This design comes from an exercise in tuning for a short achievable clock period and few clock cycles per item on the open sky130 flow, not from production work.
Where RTL was checked, it was by simulation tests only, not by an equivalence proof against the original.

==> 08-01: inputs <==
Design trinket_core, start of the top module:
module trinket_core (
    input  wire        clk,
    input  wire        rst,           
    input  wire        cmd_valid,
    input  wire [2:0]  cmd_op,
    input  wire [15:0] cmd_arg,
    output wire        cmd_ready,
    output wire [15:0] imem_addr,
    input  wire [15:0] imem_rdata,
    output wire [15:0] dmem_addr,
    output wire        dmem_we,
    output wire [15:0] dmem_wdata,
    input  wire [15:0] dmem_rdata,
    input  wire [2:0]  dbg_sel,
    output wire [15:0] dbg_data,
    output wire [15:0] pc_out,
    output wire        bp_hit
);
    localparam CMD_STEP   = 3'd0;
    localparam CMD_RUN    = 3'd1;
    localparam CMD_SETPC  = 3'd2;
    localparam CMD_ADDBP  = 3'd3;
    localparam CMD_DELBP  = 3'd4;
    localparam CMD_CLRREG = 3'd5;
    localparam OP_ADD  = 3'd0;
    localparam OP_ADDI = 3'd1;
    localparam OP_NAND = 3'd2;
    localparam OP_LUI  = 3'd3;
    localparam OP_SW   = 3'd4;
    localparam OP_LW   = 3'd5;
    localparam OP_BEQ  = 3'd6;
    localparam OP_JALR = 3'd7;
    localparam NBP = 4;
    reg  [15:0] regs [1:7];
    reg  [15:0] xpc;           
    reg  [15:0] fpc;           
    reg         rdy;           
    reg         busy;          
    reg         xv;            
    reg         hold;          
    reg         pchk;          
    reg  [15:0] ir_hold;
    reg  [15:0] ticks_left;
    reg         use_bp;
    reg         hit;
    reg  [15:0] bp_addr  [0:NBP-1];
    reg         bp_valid [0:NBP-1];
    reg  [15:0] m_addr;
    reg  [15:0] m_wdata;
    reg         m_we;
    reg         ld1;           
    reg  [2:0]  rd1;
    reg         ld2;           
    reg  [2:0]  rd2;
    integer i;
    wire [15:0] rf [0:7];
    assign rf[0] = 16'd0;
    genvar g;
    generate
        for (g = 1; g < 8; g = g + 1) begin : g_rf
            assign rf[g] = (ld2 && rd2 == g) ? dmem_rdata : regs[g];
        end
    endgenerate
    wire [15:0] w_in    = imem_rdata;
    wire        jsel_in = xv && !hold && (w_in[15:13] == OP_JALR) &&
  ...
==> flow/config.mk <==
export PLATFORM = sky130hd
export DESIGN_NAME = trinket_core
export DESIGN_NICKNAME = trinket_core
export VERILOG_FILES = /design/flow/design.v
export SDC_FILE = /design/flow/constraint.sdc
export NUM_CORES = 4
export LEC_CHECK = 0
export CAP_MARGIN = 20
export CORE_MARGIN = 2
export CORE_UTILIZATION = 40
export PLACE_DENSITY = 0.6
export SETUP_SLACK_MARGIN = 4.5
export SLEW_MARGIN = 20
==> flow/constraint.sdc <==
create_clock -name core_clock -period 8.0 [get_ports {clk}]
set_input_delay 1.6000 -clock core_clock [delete_from_list [all_inputs] [get_ports {clk}]]
set_output_delay 1.6000 -clock core_clock [all_outputs]
set_load 0.01 [all_outputs]
run.sh (not shown) runs the stock make flow with config.mk's settings and CLKGATE_MAP_FILE= SYNTH_SCRIPT=/design/flow/synth_recipe.tcl, a recipe that flattens the netlist after the stock synthesis.
==> 09-13 (differences from 08-01) <==
--- a/flow/design.v
+++ b/flow/design.v
@@ -36,11 +36,10 @@
     reg  [15:0] fpc;           
     reg         rdy;           
     reg         busy;          
     reg         xv;            
     reg         hold;          
-    reg         pchk;          
     reg  [15:0] ir_hold;
     reg  [15:0] ticks_left;
     reg         use_bp;
     reg         hit;
     reg  [15:0] bp_addr  [0:NBP-1];
@@ -59,29 +58,19 @@
     generate
         for (g = 1; g < 8; g = g + 1) begin : g_rf
             assign rf[g] = (ld2 && rd2 == g) ? dmem_rdata : regs[g];
         end
     endgenerate
-    wire [15:0] w_in    = imem_rdata;
-    wire        jsel_in = xv && !hold && (w_in[15:13] == OP_JALR) &&
-                          !(w_in[12:10] == w_in[9:7] && w_in[12:10] != 3'd0);
-    wire [15:0] rr [0:7];
-    assign rr[0] = 16'd0;
-    generate
-        for (g = 1; g < 8; g = g + 1) begin : g_rr
-            assign rr[g] = regs[g];
-        end
-    endgenerate
-    assign imem_addr = jsel_in ? rr[w_in[9:7]] : fpc;
-    wire [15:0] rr1 [0:7];       
-    wire [7:0]  rr_smc;          
-    generate
-        for (g = 0; g < 8; g = g + 1) begin : g_rr1
-            assign rr1[g]    = rr[g] + 16'd1;
-            assign rr_smc[g] = (m_addr == rr[g]);
-        end
-    endgenerate
+    wire [15:0] w_in   = imem_rdata;
+    wire        j_in   = (w_in[15:13] == OP_JALR) &&
+                         !(w_in[12:10] == w_in[9:7] && w_in[12:10] != 3'd0);
+    wire        j_h    = (ir_hold[15:13] == OP_JALR) &&
+                         !(ir_hold[12:10] == ir_hold[9:7] && ir_hold[12:10] != 3'd0);
+    wire        jsel_in = xv && !hold && j_in;
+    wire        jsel_h  = xv && hold && j_h;
+    assign imem_addr = jsel_in ? rf[w_in[9:7]] :
+                       jsel_h  ? rf[ir_hold[9:7]] : fpc;
     wire [15:0] w      = hold ? ir_hold : imem_rdata;
     wire [2:0]  opcode = w[15:13];
     wire [2:0]  ra     = w[12:10];
     wire [2:0]  rb     = w[9:7];
     wire [2:0]  rc     = w[2:0];
@@ -92,56 +81,54 @@
     wire [15:0] xc = rf[rc];
     wire [15:0] ea = xb + imm7;
     reg         uses_rd1;
     always @(*) begin
         case (opcode)
-            OP_ADD, OP_NAND:         uses_rd1 = (rb == rd1) || (rc == rd1);
+            OP_ADD, OP_NAND:        uses_rd1 = (rb == rd1) || (rc == rd1);
             OP_ADDI, OP_LW, OP_JALR: uses_rd1 = (rb == rd1);
-            OP_SW, OP_BEQ:           uses_rd1 = (ra == rd1) || (rb == rd1);
-            default:                 uses_rd1 = 1'b0;
+            OP_SW, OP_BEQ:          uses_rd1 = (ra == rd1) || (rb == rd1);
+            default:                uses_rd1 = 1'b0;
         endcase
     end
     wire stall = ld1 && uses_rd1;
-    function automatic bp_match(input [15:0] a);
-        integer k;
-        begin
-            bp_match = 1'b0;
-            for (k = 0; k < NBP; k = k + 1)
-                if (bp_valid[k] && bp_addr[k] == a) bp_match = 1'b1;
-        end
-    endfunction
-    wire bpc = pchk && use_bp && bp_match(xpc);
     wire smc_self = m_we && (m_addr == xpc);
-    wire exec = busy && xv && !stall && !smc_self && !bpc;
-    wire        j_nd    = (opcode == OP_JALR) && !(ra == rb && ra != 3'd0);
-    wire        j_fast  = j_nd && !hold && !(ld2 && rd2 == rb);
-    wire        beq_tk  = (opcode == OP_BEQ) && (xa == xb);
-    wire        smc_nxt = m_we && (j_fast ? rr_smc[rb] : (m_addr == fpc));
-    wire        redir   = beq_tk || (j_nd && !j_fast) || smc_nxt;
+    wire exec = busy && xv && !stall && !smc_self;
     reg         wr_en;
     reg  [15:0] wr_data;
     reg  [15:0] next_pc;
+    reg         seq;        
     always @(*) begin
         wr_en   = 1'b0;
         wr_data = 16'd0;
         next_pc = fpc;
+        seq     = 1'b1;
         case (opcode)
             OP_ADD:  begin wr_en = 1'b1; wr_data = xb + xc; end
             OP_ADDI: begin wr_en = 1'b1; wr_data = ea; end
             OP_NAND: begin wr_en = 1'b1; wr_data = ~(xb & xc); end
             OP_LUI:  begin wr_en = 1'b1; wr_data = imm10s; end
             OP_SW:   ;
             OP_LW:   ;
-            OP_BEQ:  if (xa == xb) next_pc = fpc + imm7;
+            OP_BEQ:  if (xa == xb) begin next_pc = fpc + imm7; seq = 1'b0; end
             OP_JALR: begin
                 wr_en   = 1'b1;
                 wr_data = fpc;
                 if (!(ra == rb && ra != 3'd0)) next_pc = xb;
             end
         endcase
     end
-    wire last = (ticks_left == 16'd1);
+    function automatic bp_match(input [15:0] a);
+        integer k;
+        begin
+            bp_match = 1'b0;
+            for (k = 0; k < NBP; k = k + 1)
+                if (bp_valid[k] && bp_addr[k] == a) bp_match = 1'b1;
+        end
+    endfunction
+    wire last    = (ticks_left == 16'd1);
+    wire stop    = last || (use_bp && bp_match(next_pc));
+    wire smc_nxt = m_we && (m_addr == next_pc);
     wire is_lw = (opcode == OP_LW);
     wire is_sw = (opcode == OP_SW);
     wire ld_go = exec && is_lw && ra != 3'd0;
     wire st_go = exec && is_sw && ea[15:13] != 3'b000;
     wire kill1 = exec && (wr_en || is_lw) && ra == rd1;
@@ -158,25 +145,22 @@
                 bp_free_found = 1'b1;
                 bp_free_idx   = i[1:0];
             end
         end
     end
-    wire busy_nxt = busy && !(exec && last) && !bpc;
+    wire busy_nxt = busy && !(exec && stop);
     wire ld2_nxt  = ld1 && !kill1;
     wire accept   = rdy && cmd_valid;
-    wire start    = accept && (cmd_op == CMD_STEP || cmd_op == CMD_RUN) &&
-                    cmd_arg != 16'd0;
     always @(posedge clk) begin
         if (rst) begin
             xpc        <= 16'd0;
             fpc        <= 16'd0;
             rdy        <= 1'b1;
             busy       <= 1'b0;
             xv         <= 1'b0;
             hold       <= 1'b0;
             ir_hold    <= 16'd0;
-            pchk       <= 1'b0;
             ticks_left <= 16'd0;
             use_bp     <= 1'b0;
             hit        <= 1'b0;
             m_addr     <= 16'd0;
             m_wdata    <= 16'd0;
@@ -200,21 +184,15 @@
             if (ld_go) rd1 <= ra;
             ld2 <= ld2_nxt;
             rd2 <= rd1;
             if (ld2) regs[rd2] <= dmem_rdata;
             if (exec && wr_en && ra != 3'd0) regs[ra] <= wr_data;
-            rdy  <= !busy_nxt && !(exec && (is_sw || is_lw)) && !ld2_nxt && !start;
-            pchk <= exec;
-            if (!busy && bpc) hit <= 1'b1;
+            rdy <= !busy_nxt && !st_go && !ld_go && !ld2_nxt && !(accept &&
+                   (cmd_op == CMD_STEP || cmd_op == CMD_RUN) && cmd_arg != 16'd0);
             if (busy) begin
                 hold <= 1'b0;
-                if (bpc) begin
-                    busy <= 1'b0;
-                    hit  <= 1'b1;
-                    xv   <= 1'b0;
-                    fpc  <= xpc;
-                end else if (!xv) begin
+                if (!xv) begin
                     xv  <= 1'b1;
                     fpc <= fpc + 16'd1;
                 end else if (stall) begin
                     hold    <= 1'b1;
                     ir_hold <= w;
@@ -222,21 +200,20 @@
                     xv  <= 1'b0;
                     fpc <= xpc;
                 end else begin
                     ticks_left <= ticks_left - 16'd1;
                     xpc        <= next_pc;
-                    if (last) begin
+                    if (stop) begin
                         busy <= 1'b0;
                         xv   <= 1'b0;
                         fpc  <= next_pc;
-                    end else if (redir) begin
+                        if (use_bp && bp_match(next_pc)) hit <= 1'b1;
+                    end else if (smc_nxt || !seq) begin
                         xv  <= 1'b0;
                         fpc <= next_pc;
-                    end else if (j_fast) begin
-                        fpc <= rr1[rb];
                     end else begin
-                        fpc <= fpc + 16'd1;
+                        fpc <= next_pc + 16'd1;
                     end
                 end
             end else if (accept) begin
                 case (cmd_op)
                     CMD_STEP, CMD_RUN: begin
@@ -273,7 +250,7 @@
     assign dmem_addr  = m_addr;
     assign dmem_we    = m_we;
     assign dmem_wdata = m_wdata;
     assign dbg_data   = (dbg_sel == 3'd0) ? 16'd0 : regs[dbg_sel];
     assign pc_out     = xpc;
-    assign bp_hit     = hit || bpc;
+    assign bp_hit     = hit;
 endmodule
==> metrics.md <==
| Metric | Value |
|---|---|
| Tcrit/Tclk final | 67.7% |
| Relative slew slack | 15.5% |
| Routed wl met3 | between 20000 and 30000 um |
| CP delay by family, top | compound AO/OA/AOI/OAI gates |
| # clk buffers | 45 |
| Worst flop-to-flop path startpoint | rd2[1]$_SDFF_PP0_ |
| Met2 Routed Length | 70400 um |
| Setup Fix Bufs, Post-CTS | 273 |
| Ant diodes | 20 |
| Status | no timing/DRC/antenna violations |
| Utilization after layout | 60.7% |
| CP required | around 8.3 ns |
| DP Cell Count | 4148 |
That was 08-01.
==> metrics.md <==
| Metric | Value |
|---|---|
| Non-Clock Buffer Area Fraction | 18.4% |
| CP delay by family, top | simple AND/OR/NAND/NOR gates |
| Ant diodes | 2 |
| # clk buffers | 49 |
| Routed wl met3 | 19000 um |
| Met2 Routed Length | 59800 um |
| Status | no timing/DRC/antenna violations |
| Worst flop-to-flop path startpoint | rd2[2]$_SDFF_PP0_ |
| Utilization after layout | between 60% and 70% |
That was 09-13.
Testbench counts of 09-13, summed over its fixed seeds: cycles 347,055, ticks 326,838.
The RTL of 08-01 was laid out without a check of its function.

-- separate check: timing with driven ports --
The flow's constraints put no driver on any port. The routed layouts listed below were extracted and timed again, unchanged, in two steps. Step 1 (the two cells are an assumption about what drives the block):
set clk [get_ports {clk}]
set_driving_cell -lib_cell sky130_fd_sc_hd__clkbuf_16 $clk
set_driving_cell -lib_cell sky130_fd_sc_hd__buf_2 [delete_from_list [all_inputs] $clk]
Step 2, shift: input delay + t, output delay - t, t = (earliest + latest rising clock arrival at the registers) / 2. This alone moves slack from input paths to output paths. a / b / c = no drivers / after step 1 / after step 2; a / b = the first two.
| run | t (ns) | slack for setup (ns) | worst hold slack (ns) | worst data-port slew with drivers (ns) | pins driven straight from the clock port |
|---|---|---|---|---|---|
| 08-01 | 0.628 | 2.584 / 2.536 / 1.979 | 0.478 / 0.478 / 0.478 | 0.09 | 1 |
| 09-13 | 0.650 | 1.907 / 1.916 / 1.266 | 0.470 / 0.470 / 0.470 | 0.14 | 1 |
After both steps setup and hold are still met in every run listed. The setup slack of 09-13, which loses most, moves by +0.009 ns with the drivers and by -0.641 ns with both steps.
